Context: an optimization exercise on an open-source flow, tuned for a short achievable clock period and few clock cycles. The choices shown serve that exercise and are no tape-out recipe. Only simulation tests tie the RTL to the original design; equivalence was not proved. Power and IR drop assume default switching activity.

## design/flow/config.mk

```make
export PLATFORM = sky130hd
export DESIGN_NAME = crc32_engine
export DESIGN_NICKNAME = crc32_engine
export VERILOG_FILES = /design/flow/design.v
export SDC_FILE = /design/flow/constraint.sdc
export NUM_CORES = 4
export LEC_CHECK = 0
export ABC_CLOCK_PERIOD_IN_PS = 1500
export CAP_MARGIN = 20
export CORE_MARGIN = 2
export CORE_UTILIZATION = 40
export SETUP_SLACK_MARGIN = 4.0
export SLEW_MARGIN = 20
```

## design/flow/constraint.sdc

```tcl
create_clock -name core_clock -period 6.0 [get_ports {clk}]
set_input_delay 1.2000 -clock core_clock [delete_from_list [all_inputs] [get_ports {clk}]]
set_output_delay 1.2000 -clock core_clock [all_outputs]
set_load 0.01 [all_outputs]
```

## design/flow/run.sh

```bash
#!/bin/bash
# synth_recipe.tcl (not shown) runs the flow's synth.tcl, then flattens the netlist and writes it again
# the make line also repeats each setting of config.mk as NAME=value (left out here)
make -C /OpenROAD-flow-scripts/flow DESIGN_CONFIG=/design/flow/config.mk WORK_HOME=/design/flow/orfs CLKGATE_MAP_FILE= SYNTH_SCRIPT=/design/flow/synth_recipe.tcl finish
```

## design/flow/design.v

```verilog
module crc32_rom (
    input  wire [7:0]  idx,
    output wire [31:0] data
);
    assign data[0] = idx[2];
    assign data[1] = idx[0] ^ idx[3];
    assign data[2] = idx[0] ^ idx[1] ^ idx[4];
    assign data[3] = idx[1] ^ idx[2] ^ idx[5];
    assign data[4] = idx[0] ^ idx[2] ^ idx[3] ^ idx[6];
    assign data[5] = idx[1] ^ idx[3] ^ idx[4] ^ idx[7];
    assign data[6] = idx[4] ^ idx[5];
    assign data[7] = idx[0] ^ idx[5] ^ idx[6];
    assign data[8] = idx[1] ^ idx[6] ^ idx[7];
    assign data[9] = idx[7];
    assign data[10] = idx[2];
    assign data[11] = idx[3];
    assign data[12] = idx[0] ^ idx[4];
    assign data[13] = idx[0] ^ idx[1] ^ idx[5];
    assign data[14] = idx[1] ^ idx[2] ^ idx[6];
    assign data[15] = idx[2] ^ idx[3] ^ idx[7];
    assign data[16] = idx[0] ^ idx[2] ^ idx[3] ^ idx[4];
    assign data[17] = idx[0] ^ idx[1] ^ idx[3] ^ idx[4] ^ idx[5];
    assign data[18] = idx[0] ^ idx[1] ^ idx[2] ^ idx[4] ^ idx[5] ^ idx[6];
    assign data[19] = idx[1] ^ idx[2] ^ idx[3] ^ idx[5] ^ idx[6] ^ idx[7];
    assign data[20] = idx[3] ^ idx[4] ^ idx[6] ^ idx[7];
    assign data[21] = idx[2] ^ idx[4] ^ idx[5] ^ idx[7];
    assign data[22] = idx[2] ^ idx[3] ^ idx[5] ^ idx[6];
    assign data[23] = idx[3] ^ idx[4] ^ idx[6] ^ idx[7];
    assign data[24] = idx[0] ^ idx[2] ^ idx[4] ^ idx[5] ^ idx[7];
    assign data[25] = idx[0] ^ idx[1] ^ idx[2] ^ idx[3] ^ idx[5] ^ idx[6];
    assign data[26] = idx[0] ^ idx[1] ^ idx[2] ^ idx[3] ^ idx[4] ^ idx[6] ^ idx[7];
    assign data[27] = idx[1] ^ idx[3] ^ idx[4] ^ idx[5] ^ idx[7];
    assign data[28] = idx[0] ^ idx[4] ^ idx[5] ^ idx[6];
    assign data[29] = idx[0] ^ idx[1] ^ idx[5] ^ idx[6] ^ idx[7];
    assign data[30] = idx[0] ^ idx[1] ^ idx[6] ^ idx[7];
    assign data[31] = idx[1] ^ idx[7];
endmodule
module crc32_engine (
    input  wire        clk,
    input  wire        rst,
    input  wire        cmd_valid,
    output wire        cmd_ready,
    input  wire [7:0]  cmd,
    input  wire [31:0] din,
    output wire [31:0] dout,
    output wire        err
);
    reg [31:0] x_q;       
    reg [31:0] y_q;       
    reg [2:0]  fold_q;    
    reg [31:0] dout_q;    
    reg        err_q;     
    reg        ready_q;   
    reg        rt_q;      
    reg [7:0]  idx_q;     
    wire is_nop  = (cmd == 8'h00);
    wire is_init = (cmd == 8'h10);
    wire is_load = (cmd == 8'h20);
    wire is_upd  = (cmd[7:2] == 6'b001100);
    wire is_rds  = (cmd == 8'h40);
    wire is_fin  = (cmd == 8'h50);
    wire is_rdt  = (cmd == 8'h60);
    wire legal   = is_nop | is_init | is_load | is_upd | is_rds | is_fin | is_rdt;
    wire accept  = cmd_valid & ready_q;
    wire full    = cmd[1] & cmd[0];
    wire [31:0] t4, c1, c2, c3;
    assign t4[0] = x_q[0] ^ x_q[1] ^ x_q[2] ^ x_q[3] ^ x_q[4] ^ x_q[6] ^ x_q[7] ^ x_q[8] ^ x_q[16] ^ x_q[20] ^ x_q[22] ^ x_q[23] ^ x_q[26];
    assign t4[1] = x_q[1] ^ x_q[2] ^ x_q[3] ^ x_q[4] ^ x_q[5] ^ x_q[7] ^ x_q[8] ^ x_q[9] ^ x_q[17] ^ x_q[21] ^ x_q[23] ^ x_q[24] ^ x_q[27];
    assign t4[2] = x_q[0] ^ x_q[2] ^ x_q[3] ^ x_q[4] ^ x_q[5] ^ x_q[6] ^ x_q[8] ^ x_q[9] ^ x_q[10] ^ x_q[18] ^ x_q[22] ^ x_q[24] ^ x_q[25] ^ x_q[28];
    assign t4[3] = x_q[1] ^ x_q[3] ^ x_q[4] ^ x_q[5] ^ x_q[6] ^ x_q[7] ^ x_q[9] ^ x_q[10] ^ x_q[11] ^ x_q[19] ^ x_q[23] ^ x_q[25] ^ x_q[26] ^ x_q[29];
    assign t4[4] = x_q[2] ^ x_q[4] ^ x_q[5] ^ x_q[6] ^ x_q[7] ^ x_q[8] ^ x_q[10] ^ x_q[11] ^ x_q[12] ^ x_q[20] ^ x_q[24] ^ x_q[26] ^ x_q[27] ^ x_q[30];
    assign t4[5] = x_q[0] ^ x_q[3] ^ x_q[5] ^ x_q[6] ^ x_q[7] ^ x_q[8] ^ x_q[9] ^ x_q[11] ^ x_q[12] ^ x_q[13] ^ x_q[21] ^ x_q[25] ^ x_q[27] ^ x_q[28] ^ x_q[31];
    assign t4[6] = x_q[0] ^ x_q[2] ^ x_q[3] ^ x_q[9] ^ x_q[10] ^ x_q[12] ^ x_q[13] ^ x_q[14] ^ x_q[16] ^ x_q[20] ^ x_q[23] ^ x_q[28] ^ x_q[29];
    assign t4[7] = x_q[1] ^ x_q[3] ^ x_q[4] ^ x_q[10] ^ x_q[11] ^ x_q[13] ^ x_q[14] ^ x_q[15] ^ x_q[17] ^ x_q[21] ^ x_q[24] ^ x_q[29] ^ x_q[30];
    assign t4[8] = x_q[0] ^ x_q[2] ^ x_q[4] ^ x_q[5] ^ x_q[11] ^ x_q[12] ^ x_q[14] ^ x_q[15] ^ x_q[16] ^ x_q[18] ^ x_q[22] ^ x_q[25] ^ x_q[30] ^ x_q[31];
    assign t4[9] = x_q[0] ^ x_q[2] ^ x_q[4] ^ x_q[5] ^ x_q[7] ^ x_q[8] ^ x_q[12] ^ x_q[13] ^ x_q[15] ^ x_q[17] ^ x_q[19] ^ x_q[20] ^ x_q[22] ^ x_q[31];
    assign t4[10] = x_q[0] ^ x_q[2] ^ x_q[4] ^ x_q[5] ^ x_q[7] ^ x_q[9] ^ x_q[13] ^ x_q[14] ^ x_q[18] ^ x_q[21] ^ x_q[22] ^ x_q[26];
    assign t4[11] = x_q[1] ^ x_q[3] ^ x_q[5] ^ x_q[6] ^ x_q[8] ^ x_q[10] ^ x_q[14] ^ x_q[15] ^ x_q[19] ^ x_q[22] ^ x_q[23] ^ x_q[27];
    assign t4[12] = x_q[2] ^ x_q[4] ^ x_q[6] ^ x_q[7] ^ x_q[9] ^ x_q[11] ^ x_q[15] ^ x_q[16] ^ x_q[20] ^ x_q[23] ^ x_q[24] ^ x_q[28];
    assign t4[13] = x_q[0] ^ x_q[3] ^ x_q[5] ^ x_q[7] ^ x_q[8] ^ x_q[10] ^ x_q[12] ^ x_q[16] ^ x_q[17] ^ x_q[21] ^ x_q[24] ^ x_q[25] ^ x_q[29];
    assign t4[14] = x_q[0] ^ x_q[1] ^ x_q[4] ^ x_q[6] ^ x_q[8] ^ x_q[9] ^ x_q[11] ^ x_q[13] ^ x_q[17] ^ x_q[18] ^ x_q[22] ^ x_q[25] ^ x_q[26] ^ x_q[30];
    assign t4[15] = x_q[1] ^ x_q[2] ^ x_q[5] ^ x_q[7] ^ x_q[9] ^ x_q[10] ^ x_q[12] ^ x_q[14] ^ x_q[18] ^ x_q[19] ^ x_q[23] ^ x_q[26] ^ x_q[27] ^ x_q[31];
    assign t4[16] = x_q[1] ^ x_q[4] ^ x_q[7] ^ x_q[10] ^ x_q[11] ^ x_q[13] ^ x_q[15] ^ x_q[16] ^ x_q[19] ^ x_q[22] ^ x_q[23] ^ x_q[24] ^ x_q[26] ^ x_q[27] ^ x_q[28];
    assign t4[17] = x_q[2] ^ x_q[5] ^ x_q[8] ^ x_q[11] ^ x_q[12] ^ x_q[14] ^ x_q[16] ^ x_q[17] ^ x_q[20] ^ x_q[23] ^ x_q[24] ^ x_q[25] ^ x_q[27] ^ x_q[28] ^ x_q[29];
    assign t4[18] = x_q[0] ^ x_q[3] ^ x_q[6] ^ x_q[9] ^ x_q[12] ^ x_q[13] ^ x_q[15] ^ x_q[17] ^ x_q[18] ^ x_q[21] ^ x_q[24] ^ x_q[25] ^ x_q[26] ^ x_q[28] ^ x_q[29] ^ x_q[30];
    assign t4[19] = x_q[0] ^ x_q[1] ^ x_q[4] ^ x_q[7] ^ x_q[10] ^ x_q[13] ^ x_q[14] ^ x_q[16] ^ x_q[18] ^ x_q[19] ^ x_q[22] ^ x_q[25] ^ x_q[26] ^ x_q[27] ^ x_q[29] ^ x_q[30] ^ x_q[31];
    assign t4[20] = x_q[0] ^ x_q[3] ^ x_q[4] ^ x_q[5] ^ x_q[6] ^ x_q[7] ^ x_q[11] ^ x_q[14] ^ x_q[15] ^ x_q[16] ^ x_q[17] ^ x_q[19] ^ x_q[22] ^ x_q[27] ^ x_q[28] ^ x_q[30] ^ x_q[31];
    assign t4[21] = x_q[0] ^ x_q[2] ^ x_q[3] ^ x_q[5] ^ x_q[12] ^ x_q[15] ^ x_q[17] ^ x_q[18] ^ x_q[22] ^ x_q[26] ^ x_q[28] ^ x_q[29] ^ x_q[31];
    assign t4[22] = x_q[2] ^ x_q[7] ^ x_q[8] ^ x_q[13] ^ x_q[18] ^ x_q[19] ^ x_q[20] ^ x_q[22] ^ x_q[26] ^ x_q[27] ^ x_q[29] ^ x_q[30];
    assign t4[23] = x_q[0] ^ x_q[3] ^ x_q[8] ^ x_q[9] ^ x_q[14] ^ x_q[19] ^ x_q[20] ^ x_q[21] ^ x_q[23] ^ x_q[27] ^ x_q[28] ^ x_q[30] ^ x_q[31];
    assign t4[24] = x_q[2] ^ x_q[3] ^ x_q[6] ^ x_q[7] ^ x_q[8] ^ x_q[9] ^ x_q[10] ^ x_q[15] ^ x_q[16] ^ x_q[21] ^ x_q[23] ^ x_q[24] ^ x_q[26] ^ x_q[28] ^ x_q[29] ^ x_q[31];
    assign t4[25] = x_q[1] ^ x_q[2] ^ x_q[6] ^ x_q[9] ^ x_q[10] ^ x_q[11] ^ x_q[17] ^ x_q[20] ^ x_q[23] ^ x_q[24] ^ x_q[25] ^ x_q[26] ^ x_q[27] ^ x_q[29] ^ x_q[30];
    assign t4[26] = x_q[2] ^ x_q[3] ^ x_q[7] ^ x_q[10] ^ x_q[11] ^ x_q[12] ^ x_q[18] ^ x_q[21] ^ x_q[24] ^ x_q[25] ^ x_q[26] ^ x_q[27] ^ x_q[28] ^ x_q[30] ^ x_q[31];
    assign t4[27] = x_q[0] ^ x_q[1] ^ x_q[2] ^ x_q[6] ^ x_q[7] ^ x_q[11] ^ x_q[12] ^ x_q[13] ^ x_q[16] ^ x_q[19] ^ x_q[20] ^ x_q[23] ^ x_q[25] ^ x_q[27] ^ x_q[28] ^ x_q[29] ^ x_q[31];
    assign t4[28] = x_q[0] ^ x_q[4] ^ x_q[6] ^ x_q[12] ^ x_q[13] ^ x_q[14] ^ x_q[16] ^ x_q[17] ^ x_q[21] ^ x_q[22] ^ x_q[23] ^ x_q[24] ^ x_q[28] ^ x_q[29] ^ x_q[30];
    assign t4[29] = x_q[0] ^ x_q[1] ^ x_q[5] ^ x_q[7] ^ x_q[13] ^ x_q[14] ^ x_q[15] ^ x_q[17] ^ x_q[18] ^ x_q[22] ^ x_q[23] ^ x_q[24] ^ x_q[25] ^ x_q[29] ^ x_q[30] ^ x_q[31];
    assign t4[30] = x_q[3] ^ x_q[4] ^ x_q[7] ^ x_q[14] ^ x_q[15] ^ x_q[18] ^ x_q[19] ^ x_q[20] ^ x_q[22] ^ x_q[24] ^ x_q[25] ^ x_q[30] ^ x_q[31];
    assign t4[31] = x_q[0] ^ x_q[1] ^ x_q[2] ^ x_q[3] ^ x_q[5] ^ x_q[6] ^ x_q[7] ^ x_q[15] ^ x_q[19] ^ x_q[21] ^ x_q[22] ^ x_q[25] ^ x_q[31];
    assign c1[0] = y_q[2] ^ y_q[8];
    assign c1[1] = y_q[0] ^ y_q[3] ^ y_q[9];
    assign c1[2] = y_q[0] ^ y_q[1] ^ y_q[4] ^ y_q[10];
    assign c1[3] = y_q[1] ^ y_q[2] ^ y_q[5] ^ y_q[11];
    assign c1[4] = y_q[0] ^ y_q[2] ^ y_q[3] ^ y_q[6] ^ y_q[12];
    assign c1[5] = y_q[1] ^ y_q[3] ^ y_q[4] ^ y_q[7] ^ y_q[13];
    assign c1[6] = y_q[4] ^ y_q[5] ^ y_q[14];
    assign c1[7] = y_q[0] ^ y_q[5] ^ y_q[6] ^ y_q[15];
    assign c1[8] = y_q[1] ^ y_q[6] ^ y_q[7] ^ y_q[16];
    assign c1[9] = y_q[7] ^ y_q[17];
    assign c1[10] = y_q[2] ^ y_q[18];
    assign c1[11] = y_q[3] ^ y_q[19];
    assign c1[12] = y_q[0] ^ y_q[4] ^ y_q[20];
    assign c1[13] = y_q[0] ^ y_q[1] ^ y_q[5] ^ y_q[21];
    assign c1[14] = y_q[1] ^ y_q[2] ^ y_q[6] ^ y_q[22];
    assign c1[15] = y_q[2] ^ y_q[3] ^ y_q[7] ^ y_q[23];
    assign c1[16] = y_q[0] ^ y_q[2] ^ y_q[3] ^ y_q[4] ^ y_q[24];
    assign c1[17] = y_q[0] ^ y_q[1] ^ y_q[3] ^ y_q[4] ^ y_q[5] ^ y_q[25];
    assign c1[18] = y_q[0] ^ y_q[1] ^ y_q[2] ^ y_q[4] ^ y_q[5] ^ y_q[6] ^ y_q[26];
    assign c1[19] = y_q[1] ^ y_q[2] ^ y_q[3] ^ y_q[5] ^ y_q[6] ^ y_q[7] ^ y_q[27];
    assign c1[20] = y_q[3] ^ y_q[4] ^ y_q[6] ^ y_q[7] ^ y_q[28];
    assign c1[21] = y_q[2] ^ y_q[4] ^ y_q[5] ^ y_q[7] ^ y_q[29];
    assign c1[22] = y_q[2] ^ y_q[3] ^ y_q[5] ^ y_q[6] ^ y_q[30];
    assign c1[23] = y_q[3] ^ y_q[4] ^ y_q[6] ^ y_q[7] ^ y_q[31];
    assign c1[24] = y_q[0] ^ y_q[2] ^ y_q[4] ^ y_q[5] ^ y_q[7];
    assign c1[25] = y_q[0] ^ y_q[1] ^ y_q[2] ^ y_q[3] ^ y_q[5] ^ y_q[6];
    assign c1[26] = y_q[0] ^ y_q[1] ^ y_q[2] ^ y_q[3] ^ y_q[4] ^ y_q[6] ^ y_q[7];
    assign c1[27] = y_q[1] ^ y_q[3] ^ y_q[4] ^ y_q[5] ^ y_q[7];
    assign c1[28] = y_q[0] ^ y_q[4] ^ y_q[5] ^ y_q[6];
    assign c1[29] = y_q[0] ^ y_q[1] ^ y_q[5] ^ y_q[6] ^ y_q[7];
    assign c1[30] = y_q[0] ^ y_q[1] ^ y_q[6] ^ y_q[7];
    assign c1[31] = y_q[1] ^ y_q[7];
    assign c2[0] = y_q[0] ^ y_q[4] ^ y_q[6] ^ y_q[7] ^ y_q[10] ^ y_q[16];
    assign c2[1] = y_q[1] ^ y_q[5] ^ y_q[7] ^ y_q[8] ^ y_q[11] ^ y_q[17];
    assign c2[2] = y_q[2] ^ y_q[6] ^ y_q[8] ^ y_q[9] ^ y_q[12] ^ y_q[18];
    assign c2[3] = y_q[3] ^ y_q[7] ^ y_q[9] ^ y_q[10] ^ y_q[13] ^ y_q[19];
    assign c2[4] = y_q[4] ^ y_q[8] ^ y_q[10] ^ y_q[11] ^ y_q[14] ^ y_q[20];
    assign c2[5] = y_q[5] ^ y_q[9] ^ y_q[11] ^ y_q[12] ^ y_q[15] ^ y_q[21];
    assign c2[6] = y_q[0] ^ y_q[4] ^ y_q[7] ^ y_q[12] ^ y_q[13] ^ y_q[22];
    assign c2[7] = y_q[1] ^ y_q[5] ^ y_q[8] ^ y_q[13] ^ y_q[14] ^ y_q[23];
    assign c2[8] = y_q[0] ^ y_q[2] ^ y_q[6] ^ y_q[9] ^ y_q[14] ^ y_q[15] ^ y_q[24];
    assign c2[9] = y_q[1] ^ y_q[3] ^ y_q[4] ^ y_q[6] ^ y_q[15] ^ y_q[25];
    assign c2[10] = y_q[2] ^ y_q[5] ^ y_q[6] ^ y_q[10] ^ y_q[26];
    assign c2[11] = y_q[3] ^ y_q[6] ^ y_q[7] ^ y_q[11] ^ y_q[27];
    assign c2[12] = y_q[0] ^ y_q[4] ^ y_q[7] ^ y_q[8] ^ y_q[12] ^ y_q[28];
    assign c2[13] = y_q[0] ^ y_q[1] ^ y_q[5] ^ y_q[8] ^ y_q[9] ^ y_q[13] ^ y_q[29];
    assign c2[14] = y_q[1] ^ y_q[2] ^ y_q[6] ^ y_q[9] ^ y_q[10] ^ y_q[14] ^ y_q[30];
    assign c2[15] = y_q[2] ^ y_q[3] ^ y_q[7] ^ y_q[10] ^ y_q[11] ^ y_q[15] ^ y_q[31];
    assign c2[16] = y_q[0] ^ y_q[3] ^ y_q[6] ^ y_q[7] ^ y_q[8] ^ y_q[10] ^ y_q[11] ^ y_q[12];
    assign c2[17] = y_q[0] ^ y_q[1] ^ y_q[4] ^ y_q[7] ^ y_q[8] ^ y_q[9] ^ y_q[11] ^ y_q[12] ^ y_q[13];
    assign c2[18] = y_q[1] ^ y_q[2] ^ y_q[5] ^ y_q[8] ^ y_q[9] ^ y_q[10] ^ y_q[12] ^ y_q[13] ^ y_q[14];
    assign c2[19] = y_q[0] ^ y_q[2] ^ y_q[3] ^ y_q[6] ^ y_q[9] ^ y_q[10] ^ y_q[11] ^ y_q[13] ^ y_q[14] ^ y_q[15];
    assign c2[20] = y_q[0] ^ y_q[1] ^ y_q[3] ^ y_q[6] ^ y_q[11] ^ y_q[12] ^ y_q[14] ^ y_q[15];
    assign c2[21] = y_q[1] ^ y_q[2] ^ y_q[6] ^ y_q[10] ^ y_q[12] ^ y_q[13] ^ y_q[15];
    assign c2[22] = y_q[2] ^ y_q[3] ^ y_q[4] ^ y_q[6] ^ y_q[10] ^ y_q[11] ^ y_q[13] ^ y_q[14];
    assign c2[23] = y_q[3] ^ y_q[4] ^ y_q[5] ^ y_q[7] ^ y_q[11] ^ y_q[12] ^ y_q[14] ^ y_q[15];
    assign c2[24] = y_q[0] ^ y_q[5] ^ y_q[7] ^ y_q[8] ^ y_q[10] ^ y_q[12] ^ y_q[13] ^ y_q[15];
    assign c2[25] = y_q[1] ^ y_q[4] ^ y_q[7] ^ y_q[8] ^ y_q[9] ^ y_q[10] ^ y_q[11] ^ y_q[13] ^ y_q[14];
    assign c2[26] = y_q[2] ^ y_q[5] ^ y_q[8] ^ y_q[9] ^ y_q[10] ^ y_q[11] ^ y_q[12] ^ y_q[14] ^ y_q[15];
    assign c2[27] = y_q[0] ^ y_q[3] ^ y_q[4] ^ y_q[7] ^ y_q[9] ^ y_q[11] ^ y_q[12] ^ y_q[13] ^ y_q[15];
    assign c2[28] = y_q[0] ^ y_q[1] ^ y_q[5] ^ y_q[6] ^ y_q[7] ^ y_q[8] ^ y_q[12] ^ y_q[13] ^ y_q[14];
    assign c2[29] = y_q[1] ^ y_q[2] ^ y_q[6] ^ y_q[7] ^ y_q[8] ^ y_q[9] ^ y_q[13] ^ y_q[14] ^ y_q[15];
    assign c2[30] = y_q[2] ^ y_q[3] ^ y_q[4] ^ y_q[6] ^ y_q[8] ^ y_q[9] ^ y_q[14] ^ y_q[15];
    assign c2[31] = y_q[3] ^ y_q[5] ^ y_q[6] ^ y_q[9] ^ y_q[15];
    assign c3[0] = y_q[0] ^ y_q[8] ^ y_q[12] ^ y_q[14] ^ y_q[15] ^ y_q[18] ^ y_q[24];
    assign c3[1] = y_q[0] ^ y_q[1] ^ y_q[9] ^ y_q[13] ^ y_q[15] ^ y_q[16] ^ y_q[19] ^ y_q[25];
    assign c3[2] = y_q[0] ^ y_q[1] ^ y_q[2] ^ y_q[10] ^ y_q[14] ^ y_q[16] ^ y_q[17] ^ y_q[20] ^ y_q[26];
    assign c3[3] = y_q[1] ^ y_q[2] ^ y_q[3] ^ y_q[11] ^ y_q[15] ^ y_q[17] ^ y_q[18] ^ y_q[21] ^ y_q[27];
    assign c3[4] = y_q[0] ^ y_q[2] ^ y_q[3] ^ y_q[4] ^ y_q[12] ^ y_q[16] ^ y_q[18] ^ y_q[19] ^ y_q[22] ^ y_q[28];
    assign c3[5] = y_q[0] ^ y_q[1] ^ y_q[3] ^ y_q[4] ^ y_q[5] ^ y_q[13] ^ y_q[17] ^ y_q[19] ^ y_q[20] ^ y_q[23] ^ y_q[29];
    assign c3[6] = y_q[1] ^ y_q[2] ^ y_q[4] ^ y_q[5] ^ y_q[6] ^ y_q[8] ^ y_q[12] ^ y_q[15] ^ y_q[20] ^ y_q[21] ^ y_q[30];
    assign c3[7] = y_q[2] ^ y_q[3] ^ y_q[5] ^ y_q[6] ^ y_q[7] ^ y_q[9] ^ y_q[13] ^ y_q[16] ^ y_q[21] ^ y_q[22] ^ y_q[31];
    assign c3[8] = y_q[3] ^ y_q[4] ^ y_q[6] ^ y_q[7] ^ y_q[8] ^ y_q[10] ^ y_q[14] ^ y_q[17] ^ y_q[22] ^ y_q[23];
    assign c3[9] = y_q[0] ^ y_q[4] ^ y_q[5] ^ y_q[7] ^ y_q[9] ^ y_q[11] ^ y_q[12] ^ y_q[14] ^ y_q[23];
    assign c3[10] = y_q[1] ^ y_q[5] ^ y_q[6] ^ y_q[10] ^ y_q[13] ^ y_q[14] ^ y_q[18];
    assign c3[11] = y_q[0] ^ y_q[2] ^ y_q[6] ^ y_q[7] ^ y_q[11] ^ y_q[14] ^ y_q[15] ^ y_q[19];
    assign c3[12] = y_q[1] ^ y_q[3] ^ y_q[7] ^ y_q[8] ^ y_q[12] ^ y_q[15] ^ y_q[16] ^ y_q[20];
    assign c3[13] = y_q[0] ^ y_q[2] ^ y_q[4] ^ y_q[8] ^ y_q[9] ^ y_q[13] ^ y_q[16] ^ y_q[17] ^ y_q[21];
    assign c3[14] = y_q[0] ^ y_q[1] ^ y_q[3] ^ y_q[5] ^ y_q[9] ^ y_q[10] ^ y_q[14] ^ y_q[17] ^ y_q[18] ^ y_q[22];
    assign c3[15] = y_q[1] ^ y_q[2] ^ y_q[4] ^ y_q[6] ^ y_q[10] ^ y_q[11] ^ y_q[15] ^ y_q[18] ^ y_q[19] ^ y_q[23];
    assign c3[16] = y_q[2] ^ y_q[3] ^ y_q[5] ^ y_q[7] ^ y_q[8] ^ y_q[11] ^ y_q[14] ^ y_q[15] ^ y_q[16] ^ y_q[18] ^ y_q[19] ^ y_q[20];
    assign c3[17] = y_q[0] ^ y_q[3] ^ y_q[4] ^ y_q[6] ^ y_q[8] ^ y_q[9] ^ y_q[12] ^ y_q[15] ^ y_q[16] ^ y_q[17] ^ y_q[19] ^ y_q[20] ^ y_q[21];
    assign c3[18] = y_q[1] ^ y_q[4] ^ y_q[5] ^ y_q[7] ^ y_q[9] ^ y_q[10] ^ y_q[13] ^ y_q[16] ^ y_q[17] ^ y_q[18] ^ y_q[20] ^ y_q[21] ^ y_q[22];
    assign c3[19] = y_q[2] ^ y_q[5] ^ y_q[6] ^ y_q[8] ^ y_q[10] ^ y_q[11] ^ y_q[14] ^ y_q[17] ^ y_q[18] ^ y_q[19] ^ y_q[21] ^ y_q[22] ^ y_q[23];
    assign c3[20] = y_q[3] ^ y_q[6] ^ y_q[7] ^ y_q[8] ^ y_q[9] ^ y_q[11] ^ y_q[14] ^ y_q[19] ^ y_q[20] ^ y_q[22] ^ y_q[23];
    assign c3[21] = y_q[4] ^ y_q[7] ^ y_q[9] ^ y_q[10] ^ y_q[14] ^ y_q[18] ^ y_q[20] ^ y_q[21] ^ y_q[23];
    assign c3[22] = y_q[0] ^ y_q[5] ^ y_q[10] ^ y_q[11] ^ y_q[12] ^ y_q[14] ^ y_q[18] ^ y_q[19] ^ y_q[21] ^ y_q[22];
    assign c3[23] = y_q[0] ^ y_q[1] ^ y_q[6] ^ y_q[11] ^ y_q[12] ^ y_q[13] ^ y_q[15] ^ y_q[19] ^ y_q[20] ^ y_q[22] ^ y_q[23];
    assign c3[24] = y_q[0] ^ y_q[1] ^ y_q[2] ^ y_q[7] ^ y_q[8] ^ y_q[13] ^ y_q[15] ^ y_q[16] ^ y_q[18] ^ y_q[20] ^ y_q[21] ^ y_q[23];
    assign c3[25] = y_q[1] ^ y_q[2] ^ y_q[3] ^ y_q[9] ^ y_q[12] ^ y_q[15] ^ y_q[16] ^ y_q[17] ^ y_q[18] ^ y_q[19] ^ y_q[21] ^ y_q[22];
    assign c3[26] = y_q[2] ^ y_q[3] ^ y_q[4] ^ y_q[10] ^ y_q[13] ^ y_q[16] ^ y_q[17] ^ y_q[18] ^ y_q[19] ^ y_q[20] ^ y_q[22] ^ y_q[23];
    assign c3[27] = y_q[3] ^ y_q[4] ^ y_q[5] ^ y_q[8] ^ y_q[11] ^ y_q[12] ^ y_q[15] ^ y_q[17] ^ y_q[19] ^ y_q[20] ^ y_q[21] ^ y_q[23];
    assign c3[28] = y_q[4] ^ y_q[5] ^ y_q[6] ^ y_q[8] ^ y_q[9] ^ y_q[13] ^ y_q[14] ^ y_q[15] ^ y_q[16] ^ y_q[20] ^ y_q[21] ^ y_q[22];
    assign c3[29] = y_q[5] ^ y_q[6] ^ y_q[7] ^ y_q[9] ^ y_q[10] ^ y_q[14] ^ y_q[15] ^ y_q[16] ^ y_q[17] ^ y_q[21] ^ y_q[22] ^ y_q[23];
    assign c3[30] = y_q[6] ^ y_q[7] ^ y_q[10] ^ y_q[11] ^ y_q[12] ^ y_q[14] ^ y_q[16] ^ y_q[17] ^ y_q[22] ^ y_q[23];
    assign c3[31] = y_q[7] ^ y_q[11] ^ y_q[13] ^ y_q[14] ^ y_q[17] ^ y_q[23];
    wire [31:0] s_cur = t4 ^ y_q;
    wire [31:0] dmask = din & {{8{cmd[1] & cmd[0]}}, {8{cmd[1]}},
                               {8{cmd[1] | cmd[0]}}, 8'hFF};
    wire [31:0] s_in  = t4 ^ (y_q ^ dmask);
    wire [31:0] t_rd;
    crc32_rom u_rom (.idx(idx_q), .data(t_rd));
    always @(posedge clk) begin
        idx_q <= din[7:0];
        if (rst) begin
            x_q     <= 32'h00000000;
            y_q     <= 32'hFFFFFFFF;
            fold_q  <= 3'b000;
            dout_q  <= 32'h00000000;
            err_q   <= 1'b0;
            ready_q <= 1'b0;
            rt_q    <= 1'b0;
        end else begin
            ready_q <= ~(accept & ((is_upd & ~full) | is_rdt));
            rt_q    <= accept & is_rdt;
            fold_q  <= {3{accept & is_upd}} &
                       {cmd[1:0] == 2'd2, cmd[1:0] == 2'd1, cmd[1:0] == 2'd0};
            if (accept & ~legal)
                err_q <= 1'b1;
            if (accept & is_upd & full) begin
                x_q <= s_in;
                y_q <= 32'h00000000;
            end else if (accept & is_upd) begin
                x_q <= 32'h00000000;
                y_q <= s_in;
            end else if (accept & is_init) begin
                x_q <= 32'h00000000;
                y_q <= 32'hFFFFFFFF;
            end else if (accept & is_load) begin
                x_q <= 32'h00000000;
                y_q <= din;
            end else if (fold_q[0]) begin
                y_q <= c1;
            end else if (fold_q[1]) begin
                y_q <= c2;
            end else if (fold_q[2]) begin
                y_q <= c3;
            end
            if (accept & is_rds)
                dout_q <= s_cur;
            else if (accept & is_fin)
                dout_q <= ~s_cur;
            else if (rt_q)
                dout_q <= t_rd;
        end
    end
    assign cmd_ready = ready_q;
    assign dout      = dout_q;
    assign err       = err_q;
endmodule
```

==> notes.md, run 1 <==
status=timing/DRC/antenna clean; FFs w/ async S/R, synth=0%; share of post-route cells with drive strength above 1=between 30% and 40%; CORE AREA=between 30,000 and 40,000 µm²; period utilization=between 40% and 50%; Post-Syn Area=between 10,000 and 15,000 µm²; final hold viol count=0; Pre-Repair DR Iteration Count=6; Slowest-stage cell, CP=nor4b_4; # clock sinks=110; Place WS=1310 ps; Max VDD drop=155 µV; fillers=about 2,600; Num CTS Buffers=9; top cell type's share of synthesized area=30.5%; RSZ-0062 raised after global routing=yes; vias=between 10,000 and 15,000; most frequent cells in the layout=xnor2_1, xor2_1, buf_4, nand2_1, buf_6; synth warn=1; sum of negative setup slack=0 ps; Distinct cells, synth=65; initial antenna violation count=0; Worst-path clk slew=approximately 90 ps; placed inst area=approximately 13,000 µm²; port bufs=between 70 and 80; synthesized flop and latch total=110; Leakage=approximately 6.4 nW; max_cap viols=0; setup violators final=0; Placer Congestion=about 0.95; minimum clock period after layout=between 2000 and 3000 ps; Total GRT Usage=roughly a third; Final Util=55.6%; DR DRC count=0; sequence of cells on the critical path=buf_6 -> nor4b_4 -> buf_4 -> nand3_4 -> and3_4 -> nor2_4 -> buf_12 -> buf_6 -> buf_6 -> o21ai_2 -> o21ai_1; critical path startpoint category=input pin; HPWL after DPL=roughly 36,000 µm; cells after synthesis=approximately 1,400; most frequent CP cell=buf_6; DR WL/cell=28.2 µm; worst path bufs/invs=5; Diodes inserted=0; total power=1.86 mW; kind of critical path=input pin to register; top_reg_cell synth=dfxtp_1; WP data required=around 6300 ps; crit path DAT=3040 ps; Final ANT Viol Nets=0; Non-Filler Instances=~1,900; Synth area leader=xnor2_1; Root Driver=clkbuf_16; Synthesized Nets=~1,400; Rel. slew slack=between 30% and 40%; total power density per cell area=110 nW/µm²; CTS tree=done; chip width=roughly 180 µm; fin area=around 17,000 µm²; CTS Buffer Depth=2; # rows=between 60 and 70; dpl cells=1,754; kind of end point of the critical path=register; hold crit path type=register to register; vias in the first global route=~11,000; DRT iter0 DRCs=1,528; first-pass GRT wire length=between 70,000 and 80,000 µm; slowest cell delay on critical path=290 ps; Vias/cell=6.00; Congestion Overflow GR=0; syn avg cell area=~8.9 µm²; delay-heaviest family, CP=simple AND/OR/NAND/NOR gates; Post-synth EDFFs=0; clock skew=~18 ps; Post-CTS Hold Buffers=0; starting density of the core=40.4%; Fmax achieved=364 MHz; worst setup margin=approximately 3200 ps; num ports=between 70 and 80; CTS H-Tree Depth=3; Die Y=around 180 µm; final wirelength=approximately 55,000 µm; sequential area share after synthesis=between 15 and 20%; Area contributors post-synth=xnor2_1, dfxtp_1, xor2_1, xnor3_1, xnor2_2; Die Footprint=~32,000 µm²; largest net degree at the start of global routing=56; worst slew pin tran=about 1000 ps; Worst-Skew Late Latency=about 370 ps; maximum fanout along the worst path=21; NumNets Final=about 1,600; count of pins over their slew limit=0; hold slack final=slightly below 500 ps; commonest non-fill, non-tap cell in the layout=xnor2_1; P&R area growth vs syn=37.6%
-- power breakdown --
group | internal (mW) | switching (mW)
Combinational | 0.214 | 0.269
Clock | 0.294 | 0.330
Sequential | 0.733 | 0.0209
-- sequential cells by signal, indices dropped and copies added (netlist names) --
name,flops
idx_q,8
x_q,32
dout_q,32
y_q,32
fold_q,3
err_q,1
rt_q,1
ready_q,1
-- kinds of logic (layout without fill, tap and decap cells) --
| logic type | count (synthesis) | after routing | synth area share (%) |
|---|---|---|---|
| and+or+nand+nor | 216 | 225 | 7.40 |
| muxes | 17 | 17 | 1.38 |
| AOI/OAI and AO/OA | 266 | 266 | 14.3 |
| DFF | 110 | 110 | 17.8 |
| xor gates and xnor gates | 641 | 641 | 53.7 |
| buffers and inverters | 137 | 284 | 5.37 |
-- timing repair --
item                       in CTS  in global routing
setup endpoints to repair     136                136
hold endpoints to repair        0                  0
gates cloned                   16                  0
gates resized for setup       536                 93
buffers inserted              124                 29
pin swaps                      96                 60
-- synthesized netlist by cell type, types with 9 or more instances --
cell type,n
nand2_1,108
xnor3_1,41
nand3_1,9
buf_2,42
o221ai_1,10
o21ai_0,44
nor2_1,66
a211oi_1,27
dfxtp_1,110
a22o_1,17
o211ai_1,15
mux2i_1,17
xnor2_1,430
buf_4,17
a221o_1,9
o21ai_1,10
o22ai_1,12
clkbuf_1,57
a21oi_1,77
xnor2_2,25
xor2_1,126
-- cell type report --
class | count | area [µm²] | share of cell area [%]
Tap cell | 396 | 495 | 2.92
Clock inverter | 6 | 62.6 | 0.369
Clock buffer | 10 | 229 | 1.35
Multi-Input combinational cell | 1149 | 11100 | 65.2
Sequential cell | 110 | 2320 | 13.6
Inverter | 8 | 30.0 | 0.177
Timing Repair Buffer | 260 | 2780 | 16.4
-- worst min-delay path, cell delays in order, from the launching register on --
cell and delay (ps):
dfxtp_2 340, a31oi_1 40, nor2_1 70
-- metal layers --
metal	routed length, µm	up-vias	global-route usage, %
li1	-	4919	-
met5	0	-	0
met3	5440	277	6.00
met2	24400	821	50.2
met4	4230	0	20.3
met1	20600	5623	41.0
-- final timing paths --
check / from / endpoint / cells past startpoint / slack, ps
max: cmd[5] / y_q[21] / 11 / 3250
min: err_q / err_q / 2 / 480
max reg2reg: x_q[8] / y_q[0] / 7 / 3340
min reg2reg: err_q / err_q / 2 / 480
Testbench counts, summed over its fixed seeds: cycles 6,042.
==> inputs of run 2 (changes only) <==
==> design/flow/config.mk (replaced) <==
export PLATFORM = sky130hd
export DESIGN_NAME = crc32_engine
export DESIGN_NICKNAME = crc32_engine
export VERILOG_FILES = /design/flow/design.v
export SDC_FILE = /design/flow/constraint.sdc
export NUM_CORES = 4
export LEC_CHECK = 0
export ABC_CLOCK_PERIOD_IN_PS = 1000
export CAP_MARGIN = 20
export CORE_MARGIN = 2
export CORE_UTILIZATION = 40
export SETUP_SLACK_MARGIN = 4.3
export SLEW_MARGIN = 20
export TNS_END_PERCENT = 100
==> notes.md, run 2 <==
status=timing/DRC/antenna clean; WP data required=~6300 ps; hold crit path type=register to register; Crit. Startpoint=x_q[8]; DR WL/cell=between 20 and 30 µm; HPWL after DPL=approximately 36,000 µm; biggest regs=dout_q (32), x_q (32), y_q (32); final hold viol count=0; Placer Congestion=about 0.99; minimum clock period after layout=~2600 ps; Worst-Skew Late Latency=between 300 and 400 ps; worst slew pin tran=between 700 and 800 ps; hold slack final=a little under 500 ps; Final Util=54.1%; most frequent cells in the layout=xnor2_1, xor2_1, nand2_1, buf_4, xnor2_2; setup violators final=0; kind of end point of the critical path=register; worst hold start=err_q; cells after synthesis=about 1,400; DR DRC count=0; Fmax achieved=between 300 and 400 MHz; Root Driver=clkbuf_16; synth warn=1; Post-synth EDFFs=0; worst reg2reg path startpoint=x_q[8]; kind of critical path=register to register; Distinct cells, synth=65; max_cap viols=0; Post-Syn Area=between 10,000 and 15,000 µm²; vias=10,900; Vias/cell=approximately 5.8; Place WS=around 1400 ps; maximum fanout along the worst path=8; CTS H-Tree Depth=3; crit path DAT=between 2000 and 3000 ps; port bufs=76; RSZ-0062 raised after global routing=yes; placed inst area=~13,000 µm²; initial antenna violation count=0; final wirelength=between 50,000 and 60,000 µm; dpl cells=approximately 1,800; CTS tree=done; Leakage=slightly above 6 nW; chip width=180 µm; syn avg cell area=slightly below 9 µm²; Pre-Repair DR Iteration Count=6; num ports=a little under 80; CORE AREA=30,500 µm²; DRT iter0 DRCs=around 1,300; Worst-path clk slew=around 90 ps; Post-CTS Hold Buffers=0; starting density of the core=roughly 40%; Synth area leader=xnor2_1; total power=approximately 1.9 mW; delay-heaviest family, CP=XOR/XNOR gates; area occupied by multi-input gates=roughly 11,000 µm²; NumNets Final=around 1,500; Max VDD drop=approximately 150 µV; register area=between 2000 and 2500 µm²; sequence of cells on the critical path=xnor3_1 -> xnor2_1 -> xnor3_1 -> xnor2_1 -> o21ai_1 -> a41oi_1 -> a211o_1; # rows=64; Area contributors post-synth=xnor2_1, dfxtp_1, xor2_1, xnor3_1, xnor2_2; worst path bufs/invs=0; fillers=around 2,600; Final ANT Viol Nets=0; fin area=approximately 16,000 µm²; Slowest-stage cell, CP=dfxtp_2; Rel. slew slack=a little over half; Diodes inserted=0; Num CTS Buffers=9; WP depth=7; Non-Filler Instances=approximately 1,900; P&R area growth vs syn=33.7%; Die Y=180 µm; Total GRT Usage=a little over 30%; count leader, synth=xnor2_1; Die Footprint=around 32,000 µm²; # clock sinks=110; share of post-route cells with drive strength above 1=35.5%; FFs w/ async S/R, synth=0%; FF-to-FF path depth=7; synthesized flop and latch total=110; sum of negative setup slack=0 ps; largest net degree at the start of global routing=between 50 and 60; sequential area share after synthesis=approximately 18%; top_reg_cell synth=dfxtp_1; critical path startpoint category=register; Synthesized Nets=around 1,400; slowest cell delay on critical path=540 ps; clock skew=15.9 ps; first-pass GRT wire length=~73,000 µm; CTS Buffer Depth=2; top cell type's share of synthesized area=a little under a third; commonest non-fill, non-tap cell in the layout=xnor2_1; top cells by count, synth=xnor2_1, xor2_1, dfxtp_1; count of pins over their slew limit=0; total power density per cell area=113 nW/µm²; Congestion Overflow GR=0; Worst Hold Path Cells=2; worst setup margin=roughly 3400 ps; vias in the first global route=10,500; period utilization=between 40% and 50%
## run 2: cell types whose count changed in the layout (fill, tap and decap cells not counted), sizes merged
cell / before / now
buf: 226 / 176
nand2: 108 / 110
bufbuf: 2 / 1
clkbuf: 10 / 9
clkdlybuf4s50: 32 / 31
clkinv: 1 / 2
dlygate4sd2: 0 / 1
## run 2: final timing paths
kind / to / slack (ps)
max: y_q[22] / 3450
min: err_q / 490
max reg2reg: y_q[22] / 3450
min reg2reg: err_q / 490
## run 2: area by class of cell
cell class                 count  area share [%]
clock buffer                   9            1.37
clock inverter                 7           0.516
inverter                       8           0.205
multi-input combinational   1151            67.2
sequential                   110            14.2
tap                          396            3.00
timing repair buffer         209            13.5
## run 2: cell families (layout without fill, tap and decap cells)
| family | Yosys count | count (layout) | synth area share (%) |
|---|---|---|---|
| xor gates and xnor gates | 641 | 641 | 53.7 |
| DFF | 110 | 110 | 17.8 |
| and+or+nand+nor | 216 | 227 | 7.40 |
| buffers and inverters | 137 | 233 | 5.37 |
| muxes | 17 | 17 | 1.38 |
| AOI/OAI and AO/OA | 266 | 266 | 14.3 |
## run 2: report_power, final
| part | total [mW] | internal, mW | switching, mW |
|---|---|---|---|
| combinational | 0.471 | 0.213 | 0.258 |
| sequential | 0.750 | 0.729 | 0.0210 |
| clock | 0.639 | 0.302 | 0.337 |
| total | 1.86 | 1.24 | 0.616 |
## run 2: per-layer routing
layer	wire, µm	up-vias	GRT usage, %	part of all wire [%]
li1	-	4812	-	-
met1	20000	5292	40.5	39
met2	23400	640	49.5	46
met3	4710	166	3.59	9.2
met4	3110	0	14.8	6.1
met5	0	-	0	0
## run 2: worst reg2reg max path: cells and delay by family (launching register included)
kind | cells | cell delay (ps)
AOI/OAI and AO/OA | 3 | 490
xor gates and xnor gates | 4 | 1430
DFF | 1 | 540
## run 2: repair_timing
| item | in CTS | in global routing |
|---|---|---|
| gates resized for setup | 527 | 96 |
| pin swaps | 76 | 53 |
| setup buffers | 85 | 23 |
| gates cloned | 13 | 0 |
| endpoints found under the setup margin | 137 | 136 |

[port drivers added, routing unchanged]
The flow's constraints put no driver on any port. The routed layouts listed below were extracted and timed again, unchanged, in two steps.
Step 1, drivers: a clkbuf_16 drives clk and a buf_2 each remaining input, both assumed.
Step 2 also shifts input and output timing later by t, the mid clock arrival at the registers, as if the neighbouring blocks saw the same clock.
Slacks: ideal ports / drivers / drivers and shift; pairs: ideal ports / drivers.
run	t, ns	slack for setup (ns)	worst setup path after step 2	slew at the worst register clock pin (ns)	worst slew at a driven data input, ns
run 1	0.409	3.249 / 3.249 / 2.840	input to register	0.09 / 0.09	0.07
run 2	0.411	3.445 / 3.434 / 3.023	input to register	0.09 / 0.09	0.06
After both steps every run listed still meets setup and hold. For run 2, which loses most, drivers alone change the setup slack by -0.011 ns; drivers and shift together by -0.422 ns.
